From an optimization exercise on the open Yosys and OpenROAD flow, aimed at small area; shortcuts taken in it are not production practice. In this exercise RTL edits were held to simulation tests only and were not proved equivalent to the original. Power and IR drop assume default switching activity. The clock port is modelled as an ideal driver; clocking choices that lean on that would not hold on a real chip.

## run A
## amc131m0x_spi
module amc131m0x_spi (
    input  wire        clk,
    input  wire        rst_n,         
    input  wire        cs_n,
    input  wire        sclk,
    input  wire        mosi,
    output wire        miso,
    input  wire        rst_line_n,    
    output reg         timer_arm,     
    input  wire        timer_done,    
    input  wire [23:0] ch0_code,
    input  wire [23:0] ch1_code,
    input  wire [23:0] ch2_code
);
    reg         sclk_q, rstl_q;
    reg         sel;             
    reg  [6:0]  k;               
    reg  [15:0] cmd;             
    reg  [15:0] x;               
    reg  [15:0] rxcrc, txcrc;
    reg  [71:0] chr;             
    reg  [15:0] resp;
    reg         resp_set;
    reg         st6;             
    reg         ctrl0;           
    reg         timer_pending;
    reg  [991:0] ring;           
    reg  [5:0]   pos;            
    reg          wr_pend;
    reg          clr_req, clearing;
    wire act      = ~(k[6] & k[5] & k[4] & k[3]);    
    wire rise     = sclk & ~sclk_q;
    wire go       = rise & sel & act;
    wire last     = go & (k == 7'd119);
    wire bank_rst = ~rst_line_n & rstl_q;
    wire bank_clr = ~rst_n | bank_rst;
    wire [6:0]  addr     = cmd[12:6];
    wire        is_null  = (cmd == 16'h0000);
    wire        is_read  = (cmd[15:13] == 3'b101);
    wire        is_write = (cmd[15:13] == 3'b011);
    wire        crc_ok   = (rxcrc == 16'h0000);
    wire        accept   = last & crc_ok;
    wire        cs_fall  = ~sel & ~cs_n;
    wire        build    = cs_fall | accept;
    wire        wr_ok    = accept & is_write & (addr[5:1] != 5'd0) & ~addr[6];
    wire        wr_ctrl  = accept & is_write & (addr == 7'h31);
    wire        arm_now  = wr_ctrl & ~ctrl0 & x[0] & ~timer_pending;
    wire [15:0] reg1 = {9'b0, st6, 6'b0};
    reg  [15:0] rd_val, r;
    always @* begin
        if (addr[6])
            rd_val = 16'h0000;
        else if (addr[5:0] == 6'd0)
            rd_val = 16'h0003;
        else if (addr[5:0] == 6'd1)
            rd_val = reg1;
        else
            rd_val = x;
        if (is_null)
            r = reg1;
        else if (is_read)
            r = rd_val;
        else if (is_write)
  ...
Size: ~1500 cells after synthesis, ~1200 flip-flops, ~81 I/O pins, about 27000 um^2 of cells after synthesis.
clock: 12.0 ns
lec_check: 0
cap_margin: 20
core_margin: 2
core_utilization: 60
slew_margin: 20
standard.sh (not shown) runs the stock make flow with config.mk's settings and CLKGATE_MAP_FILE= SYNTH_SCRIPT=/design/flow/synth_recipe.tcl, a recipe that flattens the netlist after the stock synthesis.
==> flow/flow/run.sh <==
#!/bin/bash
# Own layout flow: the standard flow (standard.sh, unchanged synthesis and steps)
# with two settings passed to ORFS through the environment:
#  - clock tree synthesis without dummy loads, with larger sink clusters;
#  - port buffers of the smallest buffer cell.
# make's output goes to make.log; ORFS writes each step's log under orfs/logs/.
set -euo pipefail
export CTS_ARGS="-sink_clustering_enable -repair_clock_nets -dont_use_dummy_load -sink_clustering_size 30 -sink_clustering_max_diameter 50"
export BUFFER_PORTS_ARGS="-buffer_cell sky130_fd_sc_hd__buf_1"
bash ./standard.sh > make.log 2>&1
For run B, these inputs were changed with respect to run A:
Settings: changing CORE_UTILIZATION from 60 to 70.
-- flow/flow/run.sh --
<<< run A, line 7
set -euo pipefail
export CTS_ARGS="-sink_clustering_enable -repair_clock_nets -dont_use_dummy_load -sink_clustering_size 30 -sink_clustering_max_diameter 50"
export BUFFER_PORTS_ARGS="-buffer_cell sky130_fd_sc_hd__buf_1"
>>> run B, line 7
set -euo pipefail
export CTS_ARGS="-sink_clustering_enable -repair_clock_nets -dont_use_dummy_load -sink_clustering_size 30 -sink_clustering_max_diameter 150"
export BUFFER_PORTS_ARGS="-buffer_cell sky130_fd_sc_hd__buf_1"
[summary]
- The final reports for run B and run A show number of clock buffers inserted by TritonCTS lower in the former.
- Relative to run A, die area has decreased by 14% in run B.
- Net switching share of the total power delta for run B relative to run A: 0.33 points higher
- Taking run B as 1.0, run A lands at 0.897 on wire length.
- Compared with run A, the router placed more vias in run B.
- Relative to run A, setup slack has gone up in run B.
- Of the two values seen for startpoint of the most critical setup path, k[1]$_SDFFE_PP0P_ was produced by run B and k[0]$_SDFFE_PP0P_ by run A.
- Compared with run A, run B shows a number of rows in the core area that is about 6.5% lower.
### run B -> run C
Settings: swapping 70 for 60 in CORE_UTILIZATION.
[summary]
- Every run (run C and run B) finished clean.
- From run B to run C the numbers moved as follows: via count normalized by instance count now sits lower; detailed placer's ending HPWL now sits lower; total power per unit cell area now sits lower; overall global routing resource usage now sits lower; wire length now sits lower.
- For combinational cell fraction of total power, run B and run C come out practically identical.
Setup changes, run C to run D
Settings: a change of CORE_UTILIZATION from 60 to 40.
-- flow/flow/run.sh --
<<< run C, line 7
set -euo pipefail
export CTS_ARGS="-sink_clustering_enable -repair_clock_nets -dont_use_dummy_load -sink_clustering_size 30 -sink_clustering_max_diameter 150"
export BUFFER_PORTS_ARGS="-buffer_cell sky130_fd_sc_hd__buf_1"
>>> run D, line 7
set -euo pipefail
export CTS_ARGS="-sink_clustering_enable -repair_clock_nets -dont_use_dummy_load -sink_clustering_size 30 -sink_clustering_max_diameter 50"
export BUFFER_PORTS_ARGS="-buffer_cell sky130_fd_sc_hd__buf_1"
Notes after the runs:
Run D closes out successfully: all stages finished, all timing, DRC and antenna checks passed. Min die footprint across run D and run C: run C. Diff run D..run C | combinational share of power | negligible. Summary of run D over run C: via count of the routed design rose about 2.3%; count of clock-buffer cells in the layout rose 27.

* * *

Another version of the RTL of amc131m0x_spi (not shown whole).
Size in the first run: about 1600 cells after synthesis, ~1200 flip-flops, ~81 I/O pins.
clock: 12.0 ns
lec_check: 0
cap_margin: 20
core_margin: 2
core_utilization: 40
slew_margin: 20
run.sh (not shown) runs the stock make flow with config.mk's settings and CLKGATE_MAP_FILE= SYNTH_SCRIPT=/design/flow/synth_recipe.tcl, a recipe that flattens the netlist after the stock synthesis.
Stock flow here: none of the scripts above is used.
Change:
==> flow/flow/run.sh (new file) <==
#!/bin/bash
# Own layout flow: the standard flow (standard.sh, unchanged synthesis and steps)
# with two settings passed to ORFS through the environment:
#  - clock tree synthesis without dummy loads, with larger sink clusters;
#  - port buffers of the smallest buffer cell.
# make's output goes to make.log; ORFS writes each step's log under orfs/logs/.
set -euo pipefail
export CTS_ARGS="-sink_clustering_enable -repair_clock_nets -dont_use_dummy_load -sink_clustering_size 30 -sink_clustering_max_diameter 50"
export BUFFER_PORTS_ARGS="-buffer_cell sky130_fd_sc_hd__buf_1"
bash ./standard.sh > make.log 2>&1
==> flow/standard.sh (new file) <==
#!/bin/bash
# synth_recipe.tcl (not shown) runs the flow's synth.tcl, then flattens the netlist and writes it again
# the make line also repeats each setting of config.mk as NAME=value (left out here)
make -C /OpenROAD-flow-scripts/flow DESIGN_CONFIG=/design/flow/config.mk WORK_HOME=/design/flow/orfs CLKGATE_MAP_FILE= SYNTH_SCRIPT=/design/flow/synth_recipe.tcl "${@:-finish}"
removed: flow/run.sh
Synthesized cell count is unchanged. Design area shrinks by 7.2%. Worst setup slack improved by 260 ps. Hold slack got worse by 43 ps. Die area is unchanged. Critical path depth does not change. Sequential power barely changes.
Change:
==> flow/run.sh (new file) <==
#!/bin/bash
# synth_recipe.tcl (not shown) runs the flow's synth.tcl, then flattens the netlist and writes it again
# the make line also repeats each setting of config.mk as NAME=value (left out here)
make -C /OpenROAD-flow-scripts/flow DESIGN_CONFIG=/design/flow/config.mk WORK_HOME=/design/flow/orfs CLKGATE_MAP_FILE= SYNTH_SCRIPT=/design/flow/synth_recipe.tcl finish
- CTS_CLUSTER_DIAMETER: default -> 50
- CTS_CLUSTER_SIZE: default -> 30
removed: flow/flow/run.sh
removed: flow/standard.sh
The new run ran to the end with no violations.
Clock-buffer cell count climbs by 17.
Via count climbs by 1.1%.
Synthesized cell count does not change.
Worst setup slack got worse by 230 ps.
Register-to-register slack improved by 340 ps.
Final area climbs by 4.7%.
Global-route usage climbs by 0.38 points.
Area after synthesis is unchanged.

* * *

== red ==
amc131m0x_spi, a different RTL version from the one above (not shown whole).
Size in the first run: roughly 1600 cells after synthesis, roughly 81 I/O pins.
export LEC_CHECK = 0
export CAP_MARGIN = 20
export CORE_MARGIN = 2
export CORE_UTILIZATION = 60
export PLACE_DENSITY = 0.85
export SLEW_MARGIN = 20
create_clock -name core_clock -period 12.0 [get_ports {clk}]
standard.sh (not shown) runs the stock make flow with config.mk's settings and CLKGATE_MAP_FILE= SYNTH_SCRIPT=/design/flow/synth_recipe.tcl, a recipe that flattens the netlist after the stock synthesis.
==> flow/flow/run.sh <==
#!/bin/bash
# Own layout flow: the standard flow (standard.sh, unchanged synthesis and steps)
# with two settings passed to ORFS through the environment:
#  - clock tree synthesis without dummy loads, with larger sink clusters;
#  - port buffers of the smallest buffer cell.
# make's output goes to make.log; ORFS writes each step's log under orfs/logs/.
set -euo pipefail
export CTS_ARGS="-sink_clustering_enable -repair_clock_nets -dont_use_dummy_load -sink_clustering_size 34 -sink_clustering_max_diameter 150"
export BUFFER_PORTS_ARGS="-buffer_cell sky130_fd_sc_hd__buf_1"
bash ./standard.sh > make.log 2>&1
Input-level comparison between blue and red:
# red
export LEC_CHECK = 0
export CAP_MARGIN = 20
export CORE_MARGIN = 2
export CORE_UTILIZATION = 60
export PLACE_DENSITY = 0.85
export SLEW_MARGIN = 20
create_clock -name core_clock -period 12.0 [get_ports {clk}]
# blue
export LEC_CHECK = 0
export CAP_MARGIN = 20
export CORE_MARGIN = 2
export CORE_UTILIZATION = 60
export SLEW_MARGIN = 20
create_clock -name core_clock -period 12.0 [get_ports {clk}]
--- a/flow/flow/run.sh
+++ b/flow/flow/run.sh
@@ -7,3 +7,3 @@
 set -euo pipefail
-export CTS_ARGS="-sink_clustering_enable -repair_clock_nets -dont_use_dummy_load -sink_clustering_size 34 -sink_clustering_max_diameter 150"
+export CTS_ARGS="-sink_clustering_enable -repair_clock_nets -dont_use_dummy_load -sink_clustering_size 30 -sink_clustering_max_diameter 150"
 export BUFFER_PORTS_ARGS="-buffer_cell sky130_fd_sc_hd__buf_1"
According to the power report, total power for blue is higher than for red.
In the reports for blue and red, the larger normalized max-slew margin belongs to red.
blue — fraction of area in clock buffers and inverters 0.42 points higher, red as reference
Going from red to blue, leakage power figure picked up an extra about 0.5%, layout overhead on the synthesized area went up 0.44 points, worst hold slack after final layout lost 0.035 ns, met3 usage went up 0.41 points.

==> afterwards: timing with drivers on the ports <==
How much do the figures lean on ideal ports? The routed layouts below were timed once more, with nothing changed but the port constraints.
Step 1, drivers: a clkbuf_16 drives clk and a buf_2 each remaining input, both assumed.
Step 2, shift: input delay + t, output delay - t, t = (earliest + latest rising clock arrival at the registers) / 2. This alone moves slack from input paths to output paths.
Three values: ideal ports, drivers, drivers and shift; two values: the first two.
| run | shift t [ns] | setup slack, ns | hold slack, ns | pins driven straight from the clock port |
|---|---|---|---|---|
| run A | 0.648 | 6.480 / 6.424 / 6.556 | 0.282 / 0.282 / 0.282 | 1 |
| run B | 0.643 | 6.613 / 6.556 / 6.568 | 0.308 / 0.308 / 0.308 | 1 |
| run C | 0.633 | 6.496 / 6.442 / 6.610 | 0.322 / 0.322 / 0.322 | 1 |
| run D | 0.637 | 6.555 / 6.498 / 6.619 | 0.273 / 0.273 / 0.273 | 1 |
| the first run of note 2 | 0.682 | 6.020 / 5.968 / 6.114 | 0.305 / 0.305 / 0.305 | 1 |
| the second run of note 2 | 0.668 | 6.279 / 6.225 / 6.136 | 0.262 / 0.262 / 0.262 | 1 |
| the third run of note 2 | 0.663 | 6.048 / 5.994 / 6.097 | 0.302 / 0.302 / 0.302 | 1 |
| red | 0.609 | 7.044 / 6.992 / 7.120 | 0.289 / 0.289 / 0.289 | 1 |
| blue | 0.618 | 7.077 / 7.023 / 7.488 | 0.254 / 0.254 / 0.254 | 1 |
After both steps setup and hold are still met in every run listed. For the second run of note 2, which loses most, drivers alone change the setup slack by -0.054 ns; drivers and shift together by -0.143 ns.
